Source: an optimization exercise on an open RTL-to-GDS flow (aim: a short achievable clock period, few clock cycles and low power). Production flows keep margins and buffers that such runs may drop. The RTL was checked by simulation tests, not by an equivalence proof against the original design. Power and IR drop assume default switching activity.

===== flow/config.mk =====
export PLATFORM = sky130hd
export DESIGN_NAME = e20_core
export DESIGN_NICKNAME = e20_core
export VERILOG_FILES = /design/flow/design.v
export SDC_FILE = /design/flow/constraint.sdc
export NUM_CORES = 4
export LEC_CHECK = 0
export CAP_MARGIN = 20
export CORE_MARGIN = 2
export CORE_UTILIZATION = 40
export PLACE_DENSITY = 0.6
export SLEW_MARGIN = 20

===== flow/constraint.sdc =====
create_clock -name core_clock -period 8.0 [get_ports {clk}]
set_input_delay 1.6000 -clock core_clock [delete_from_list [all_inputs] [get_ports {clk}]]
set_output_delay 1.6000 -clock core_clock [all_outputs]
set_load 0.01 [all_outputs]

===== flow/design.v =====
module e20_core (
    input  wire        clk,
    input  wire        rst,          
    output reg         mem_req,
    output reg         mem_we,
    output reg  [12:0] mem_addr,
    output reg  [15:0] mem_wdata,
    input  wire        mem_gnt,
    input  wire        mem_rvalid,
    input  wire [15:0] mem_rdata,
    output wire        halted
);
    localparam [2:0] S_FETCH = 3'd0,   
                     S_FWAIT = 3'd1,   
                     S_EXEC  = 3'd2,   
                     S_MEM   = 3'd3,   
                     S_LWAIT = 3'd4,   
                     S_HALT  = 3'd5;
    localparam [2:0] OP_RRR  = 3'b000, OP_ADDI = 3'b001, OP_J   = 3'b010,
                     OP_JAL  = 3'b011, OP_LW   = 3'b100, OP_SW  = 3'b101,
                     OP_JEQ  = 3'b110, OP_SLTI = 3'b111;
    localparam [3:0] F_ADD = 4'b0000, F_SUB = 4'b0001, F_OR = 4'b0010,
                     F_AND = 4'b0011, F_SLT = 4'b0100, F_JR = 4'b1000;
    reg [2:0]  state;
    reg [12:0] pc;
    reg [15:0] ir;
    reg [15:0] regs [1:7];
    assign halted = (state == S_HALT);
    wire [2:0]  op     = ir[15:13];
    wire [2:0]  ra     = ir[12:10];
    wire [2:0]  rb     = ir[9:7];
    wire [2:0]  rd_rrr = ir[6:4];
    wire [3:0]  func   = ir[3:0];
    wire [6:0]  imm7   = ir[6:0];
    wire [12:0] imm13  = ir[12:0];
    wire [15:0] simm   = {{9{imm7[6]}}, imm7};
    wire [15:0] va = (ra == 3'd0) ? 16'd0 : regs[ra];
    wire [15:0] vb = (rb == 3'd0) ? 16'd0 : regs[rb];
    wire [12:0] npc = pc + 13'd1;
    wire [15:0] ea  = va + simm;    
    reg [15:0] result;
    reg [2:0]  dst;
    reg        wen;
    reg [12:0] next_pc;
    reg        do_halt;
    always @(*) begin
        result  = 16'd0;
        dst     = 3'd0;
        wen     = 1'b0;
        next_pc = npc;
        do_halt = 1'b0;
        case (op)
            OP_RRR: begin
                dst = rd_rrr;
                case (func)
                    F_ADD: begin result = va + vb; wen = 1'b1; end
                    F_SUB: begin result = va - vb; wen = 1'b1; end
                    F_OR:  begin result = va | vb; wen = 1'b1; end
                    F_AND: begin result = va & vb; wen = 1'b1; end
                    F_SLT: begin result = {15'd0, va < vb}; wen = 1'b1; end
                    F_JR:  next_pc = va[12:0];
                    default: ;   
                endcase
            end
            OP_ADDI: begin
                dst = rb; result = va + simm; wen = 1'b1;
            end
            OP_SLTI: begin
                dst = rb; result = {15'd0, va < simm}; wen = 1'b1;
            end
            OP_J: begin
                if (imm13 == pc) do_halt = 1'b1;
                else             next_pc = imm13;
            end
            OP_JAL: begin
                dst = 3'd7; result = {3'd0, npc}; wen = 1'b1; next_pc = imm13;
            end
            OP_JEQ: begin
                if (va == vb) next_pc = npc + simm[12:0];
            end
            default: ;   
        endcase
    end
    always @(*) begin
        mem_req   = 1'b0;
        mem_we    = 1'b0;
        mem_addr  = pc;
        mem_wdata = vb;
        if (state == S_FETCH) begin
            mem_req  = 1'b1;
        end else if (state == S_MEM) begin
            mem_req  = 1'b1;
            mem_we   = (op == OP_SW);
            mem_addr = ea[12:0];
        end
    end
    integer i;
    always @(posedge clk) begin
        if (rst) begin
            state <= S_FETCH;
            pc    <= 13'd0;
            ir    <= 16'd0;
            for (i = 1; i < 8; i = i + 1)
                regs[i] <= 16'd0;
        end else begin
            case (state)
                S_FETCH:
                    if (mem_gnt) state <= S_FWAIT;
                S_FWAIT:
                    if (mem_rvalid) begin
                        ir    <= mem_rdata;
                        state <= S_EXEC;
                    end
                S_EXEC: begin
                    if (op == OP_LW || op == OP_SW) begin
                        state <= S_MEM;
                    end else if (do_halt) begin
                        state <= S_HALT;
                    end else begin
                        if (wen && dst != 3'd0)
                            regs[dst] <= result;
                        pc    <= next_pc;
                        state <= S_FETCH;
                    end
                end
                S_MEM:
                    if (mem_gnt) begin
                        if (op == OP_SW) begin
                            pc    <= npc;
                            state <= S_FETCH;
                        end else begin
                            state <= S_LWAIT;
                        end
                    end
                S_LWAIT:
                    if (mem_rvalid) begin
                        if (rb != 3'd0)
                            regs[rb] <= mem_rdata;
                        pc    <= npc;
                        state <= S_FETCH;
                    end
                S_HALT: ;
                default: state <= S_FETCH;
            endcase
        end
    end
endmodule

===== flow/run.sh =====
#!/bin/bash
# synth_recipe.tcl (not shown) runs the flow's synth.tcl, then flattens the netlist and writes it again
# the make line also repeats each setting of config.mk as NAME=value (left out here)
make -C /OpenROAD-flow-scripts/flow DESIGN_CONFIG=/design/flow/config.mk WORK_HOME=/design/flow/orfs CLKGATE_MAP_FILE= SYNTH_SCRIPT=/design/flow/synth_recipe.tcl finish

==> out/metrics.yaml, run 1 <==
switchingPower_w: 0.00122
globalplace.congestion: 0.968
dpl_cell_area_um2: 14600
fp.coreArea_um2: 33400
powerDensity_nw_per_um2: 209
cellLeakagePower_nw: 5.57
rows: 67
post-cts-setup-buffers: 0
max_clock_freq_mhz: 138
path_class: "flop to output port"
cts_buffers: 17
synth.avg_cell_area_um2: 9.24
ys_ff_latch: 166
vias_per_cell: 6.12
tns_ns: 0
outcome: "finished clean"
grt_max_degree: 41
intPower_w: 0.00196
cts.htree.levels: 4
grt_pass1_vias: 11500
crit_required_ns: 6.40
drc: 0
p_sw_share_pct: 38.3
slew_headroom_pct: 23.2
cts_resized: 0
antenna_cells: 0
start_util_pct: 40.5
grt_pass1_wl_um: 71000
synth_flop_cell: "edfxtp_1"
ys_seq_area_share_pct: 34.0
crit_fanout: 11
clock-root-buffer: "clkbuf_16"
syn_area_um2: 13600
finalCritPeriodShare_pct: 90.5
nets: 1610
hp-class: "flop to flop"
num_vias: 12000
dr.first_iter.drc_count: 1111
cts.sinks: 166
fp.dieH_um: 188
pwr-share-seq_pct: 33.1
drive_above_1_share_pct: 10.5
finClkSkew_ns: 0.0130
max-vdd-ir-drop_v: 0.000148
dp_hpwl_um: 34600
cp.arrival_ns: 5.64
pwr-share-clk_pct: 29.4
drt.antenna.violating_nets: 0
floorplan.die.width_um: 188
synth_warnings: 1
worstSkewPairLatency_ns: 0.46
netlist.area_leader.share_pct: 28.3
start_kind: "flop"
postSynth.asyncResetShare_pct: 0
stdcell_area_um2: 15200
cap_violations: 0
dp_cells: 1924
dieArea_um2: 35400
clk_path_buf_depth: 2
period_minus_slack_ns: 7.24
ios: 52
final_cell_mix: "nor2_1 (157), a21oi_1 (133), nand2_1 (130), edfxtp_1 (128), ha_1 (90)"
finalNonFillerCells: 1957
clk_pin_slew_ns: 0.08
rsz0062_at_grt: "no"
cts_hold_buffers: 0
worst_pin_slew_ns: 1.15
grtUsageTotal_pct: 26.8
overflow: 0
cts_tree: "yes"
synth_cell_types: 92
drv_slew: 0
drt-total-wl_um: 47400
io_buffers: 51
synthCells: 1467
hold_viol_final: 0
pwr-share-comb_pct: 37.4
synth.largest_area_cell: "edfxtp_1"
mostFrequentLayoutCell: "nor2_1"
area_growth_pct: 12.1
yosys-top-cells-area: "edfxtp_1 (28%), mux4_2 (9.0%), ha_1 (8.3%), dfxtp_1 (5.6%), a21oi_1 (4.9%)"
drt_pass1_iterations: 6
cp-end-kind: "output port"
routedWlPerCell_um: 24.2
setup_viol_count_final: 0
antenna_found_initial: 1
synth_edf_count: 128
==> synthesized netlist by cell type, types with 5 or more instances <==
library cell / count
xnor2_1: 44
o21a_1: 7
and3_1: 10
nor3_1: 44
nand2_1: 130
mux2i_1: 35
o31a_1: 6
dfxtp_1: 38
nor4_1: 10
xor2_1: 17
o221ai_1: 11
or3_1: 14
a21o_1: 25
a22oi_1: 17
nand2b_1: 40
clkbuf_1: 56
buf_2: 22
a211oi_1: 11
nor2b_1: 16
mux4_2: 54
nand3_1: 27
or2_2: 5
a21oi_1: 133
o21ai_1: 9
a31oi_1: 11
nand4_1: 9
o41ai_1: 5
o211ai_1: 6
o21ai_0: 67
nor2_1: 157
a221oi_1: 15
ha_1: 90
edfxtp_1: 128
inv_1: 84
o21bai_1: 8
==> flip-flops by register name, summed over array words and instances (netlist names), named ones only <==
register and flops:
state 3, regs 128, pc 13, ir 16
==> through the flow <==
stage	setup WS [ns]	total power, W	hold WS, ns	util, %
after floorplan	2.30	0.00184	0.490	-
after global placement	1.32	0.00222	0.528	43.5
after detailed placement	1.30	0.00223	0.526	43.5
after CTS	0.776	0.00316	0.538	45.4
after global routing	0.369	0.00332	0.573	45.4
final	0.763	0.00317	0.545	45.4
==> final timing paths <==
path,from,cells after the start,slack (ns),endpoint
worst max-delay path,flop,16,0.76,mem_addr[12]
worst min-delay path,pc[11],2,0.55,pc[11]
worst max register to register,flop,15,2.30,regs[4][4]
worst min register to register,pc[11],2,0.55,pc[11]
==> cell families (layout without fill, tap and decap cells) <==
logic type | Yosys count | count (layout) | share of synthesized area, %
AO/OA/AOI/OAI | 386 | 386 | 18.7
XOR/XNOR | 61 | 61 | 3.94
adder cells (fa/ha/maj) | 97 | 97 | 9.12
buffers and inverters | 174 | 201 | 5.22
flip-flops | 166 | 166 | 34.0
multiplexers | 93 | 93 | 11.9
other | 1 | 16 | 0.0277
AND/OR/NAND/NOR | 489 | 489 | 17.1
==> power groups by stage <==
stage          combinational, W  clock (W)  sequential (W)
2_1_floorplan          0.000817          0         0.00103
3_3_place_gp            0.00115          0         0.00107
3_5_place_dp            0.00116          0         0.00107
4_1_cts                 0.00117   0.000945         0.00105
5_1_grt                 0.00128   0.000978         0.00106
6_report                0.00119   0.000934         0.00105
==> layout make-up <==
cell class | instances | area, um^2
clock buffers | 18 | 429
clock inverters | 14 | 209
fillers | 3214 | 18300
inverters | 88 | 332
multi-input cells | 1142 | 8330
flip-flops and latches | 166 | 4610
well taps | 448 | 561
repair buffers | 81 | 733
==> layer usage <==
layer | wire length (um) | part of all wire, % | vias up | track usage [%]
li1 | - | - | 5435 | -
met1 | 20200 | 43 | 5963 | 35.3
met2 | 22300 | 47 | 503 | 43.9
met3 | 3260 | 6.9 | 75 | 4.55
met4 | 1660 | 3.5 | 0 | 10.6
met5 | 0 | 0 | - | 0
==> critical path: stages (launching register included) <==
cell and delay [ns]:
dfxtp_2 0.58, mux4_2 0.55, mux2i_1 0.23, or2_2 0.22
inv_1 0.10, ha_1 0.22, fa_1 0.42, nor2b_1 0.16
o311ai_0 0.60, a211oi_1 0.20, a211o_1 0.34, o21ai_1 0.35
nand3_1 0.15, a21oi_1 0.22, nor3_1 0.11, a21oi_1 0.17
clkdlybuf4s50_1 0.56
Testbench counts, summed over its fixed seeds: cycles 688,915.
==> run 2, diff against run 1 <==
--- a/flow/config.mk
+++ b/flow/config.mk
@@ -7,2 +7,3 @@
 export LEC_CHECK = 0
+export ABC_CLOCK_PERIOD_IN_PS = 4000
 export CAP_MARGIN = 20
@@ -11,2 +12,3 @@
 export PLACE_DENSITY = 0.6
+export SETUP_SLACK_MARGIN = 3.0
 export SLEW_MARGIN = 20
==> run 2 against run 1 <==
- critical path depth unchanged
- wire length up 3.5%
- via count up 2.5%
- sequential power about the same
- count of clock-buffer cells in the layout down 1
- worst setup slack improved by 1.4 ns
- non-clock buffer count rose by 34
- power is 2.2% higher
- core utilization grew 2.2 points
- clock skew grew 0.0060 ns
- critical path type unchanged
==> out/metrics.yaml, run 2 <==
drt_pass1_iterations: 5
ios: 52
reg2reg_slack_ns: 3.13
yosys-top-cells-area: "edfxtp_1 (28%), mux4_2 (9.0%), ha_1 (8.3%), dfxtp_1 (5.6%), a21oi_1 (4.9%)"
num_vias: 12300
synth_edf_count: 128
top_regs: "regs: 128 flops, ir: 16 flops, pc: 13 flops"
nFillCells: 3115
synth_warnings: 1
grt_pass1_wl_um: 74000
path_class: "flop to output port"
mostFrequentLayoutCell: "nor2_1"
synth_common_cells: "nor2_1 (157), a21oi_1 (133), nand2_1 (130)"
rows: 67
outcome: "finished clean"
synth_flop_cell: "edfxtp_1"
cts_hold_buffers: 0
worst_pin_slew_ns: 1.09
cp-end-kind: "output port"
holdPathStages: 2
start_kind: "flop"
grt_pass1_vias: 11900
globalplace.congestion: 0.945
floorplan.die.width_um: 188
overflow: 0
cts.sinks: 166
area_growth_pct: 17.5
final_cell_mix: "nor2_1 (152), nand2_1 (130), a21oi_1 (129), edfxtp_1 (128), ha_1 (83)"
grt_max_degree: 40
synth_cell_types: 92
period_minus_slack_ns: 5.84
max-vdd-ir-drop_v: 0.000180
max_clock_freq_mhz: 171
cts.htree.levels: 4
rsz0062_at_grt: "yes"
routedWlPerCell_um: 24.6
synthCells: 1467
cp.arrival_ns: 4.24
multiInputGateArea_um2: 8760
worst_slack_ns: 2.16
synth.avg_cell_area_um2: 9.24
fp.coreArea_um2: 33400
ys_ff_latch: 166
antenna_cells: 0
yosysMostFrequentCell: "nor2_1"
r2r-end: "regs[0][8]"
synth.largest_area_cell: "edfxtp_1"
powerDensity_nw_per_um2: 204
fp.dieH_um: 188
setup_viol_count_final: 0
regMostFlops: "regs"
cts_tree: "yes"
netlist.area_leader.share_pct: 28.3
min_from: "pc[11]"
hp-class: "flop to flop"
min_to: "pc[11]"
worstSkewPairLatency_ns: 0.46
dp_hpwl_um: 35400
drc: 0
syn_area_um2: 13600
ys_seq_area_share_pct: 34.0
clk_pin_slew_ns: 0.09
drv_slew: 0
drt-total-wl_um: 49000
rr_worst_depth: 17
antenna_found_initial: 0
drive_above_1_share_pct: 16.7
dr.first_iter.drc_count: 1408
io_buffers: 51
clk_path_buf_depth: 2
vias_per_cell: 6.17
regArea_um2: 4620
dieArea_um2: 35400
pre_cts_slack_ns: 1.51
clock-root-buffer: "clkbuf_16"
p_total_w: 0.00325
largest_reg_flops: 128
postSynth.asyncResetShare_pct: 0
finalCritPeriodShare_pct: 73.0
cts_buffers: 17
drt.antenna.violating_nets: 0
grtUsageTotal_pct: 27.9
tns_ns: 0
finClkSkew_ns: 0.0191
nets: 1644
cellLeakagePower_nw: 5.93
cap_violations: 0
crit_fanout: 6
hold_viol_final: 0
slew_headroom_pct: 27.3
start_util_pct: 40.5
crit_required_ns: 6.40
run 2: final cells by class:
type | instances | share of cell area [%]
tap | 448 | 3.52
clock inverter | 15 | 1.19
sequential | 166 | 29.0
multi-input combinational | 1142 | 55.0
timing repair buffer | 115 | 6.58
inverter | 88 | 2.10
clock buffer | 17 | 2.67
run 2: metrics by stage:
stage	instances	utilization (%)	hold WS, ns	instance area, um^2
after detailed placement	1925	43.8	0.539	14600
after global placement	1923	43.7	0.532	14600
after global routing	1991	47.6	0.584	15900
final	1991	47.6	0.546	15900
after floorplan	1482	-	0.490	13700
after CTS	1986	47.3	0.549	15800
run 2: kinds of logic (layout without fill, tap and decap cells):
logic type,after synthesis,count (layout),share of synthesized area [%]
adders and majority gates,97,97,9.12
and+or+nand+nor,489,489,17.1
muxes,93,93,11.9
buffers and inverters,174,235,5.22
AOI/OAI and AO/OA,386,386,18.7
other,1,16,0.0277
xor gates and xnor gates,61,61,3.94
DFF,166,166,34.0
run 2: worst max-delay path: stages (launching register included):
cell and delay, ns:
dfxtp_4 0.43, mux4_2 0.52, mux2i_2 0.22, or2_4 0.18, inv_4 0.04, ha_4 0.15, fa_2 0.36, nor2b_4 0.14
o311ai_4 0.30, a211oi_2 0.14, a211o_1 0.36, o21ai_4 0.19, o41a_1 0.20, and3_4 0.21, nor3_4 0.05, a21oi_2 0.13
buf_2 0.15
run 2: report_power, final:
group / internal (W) / switching [W] / total, W
clock network: 0.000475 / 0.000412 / 0.000887
registers: 0.000985 / 0.0000689 / 0.00105
logic: 0.000500 / 0.000804 / 0.00130
run 2: per-layer routing:
layer	share of wire [%]	global-route usage, %
met4	4.8	14.1
met1	42	37.4
met5	0	0
met2	45	44.0
met3	7.6	3.91
run 2: worst max path at each step:
stage / from / end / slack [ns] / cells past startpoint
4_1_cts: flop / mem_addr[12] / 2.23 / 16
5_1_grt: flop / mem_addr[12] / 2.06 / 16
3_3_place_gp: flop / mem_addr[12] / 1.59 / 15
3_5_place_dp: flop / mem_addr[12] / 1.51 / 15
6_report: flop / mem_addr[12] / 2.16 / 16
2_1_floorplan: flop / mem_addr[12] / 2.78 / 17
run 2: timing repair:
action,CTS,global route
setup endpoints to repair,195,157
resized for setup,88,15
setup buffers,28,5
cloned,1,0
pin swaps,27,8

==> static timing again, ports no longer ideal <==
Ports are ideal in the flow. The routed layouts listed here were re-timed in OpenROAD. Step 1 assumes that a clkbuf_16 drives the clock port and a buf_2 every other input. Step 2 also shifts input and output timing later by t, the mid clock arrival at the registers, as if the neighbouring blocks saw the same clock. Three values: ideal, step 1, step 2; two values: the first two.
| run | t (ns) | setup slack, ns | worst setup path after step 2 | clock arrival spread, ns |
|---|---|---|---|---|
| run 1 | 0.502 | 0.763 / 0.714 / 1.217 | register to output | 0.013 / 0.013 |
| run 2 | 0.508 | 2.157 / 2.104 / 2.611 | register to output | 0.021 / 0.021 |
After both steps every run listed still meets setup and hold.
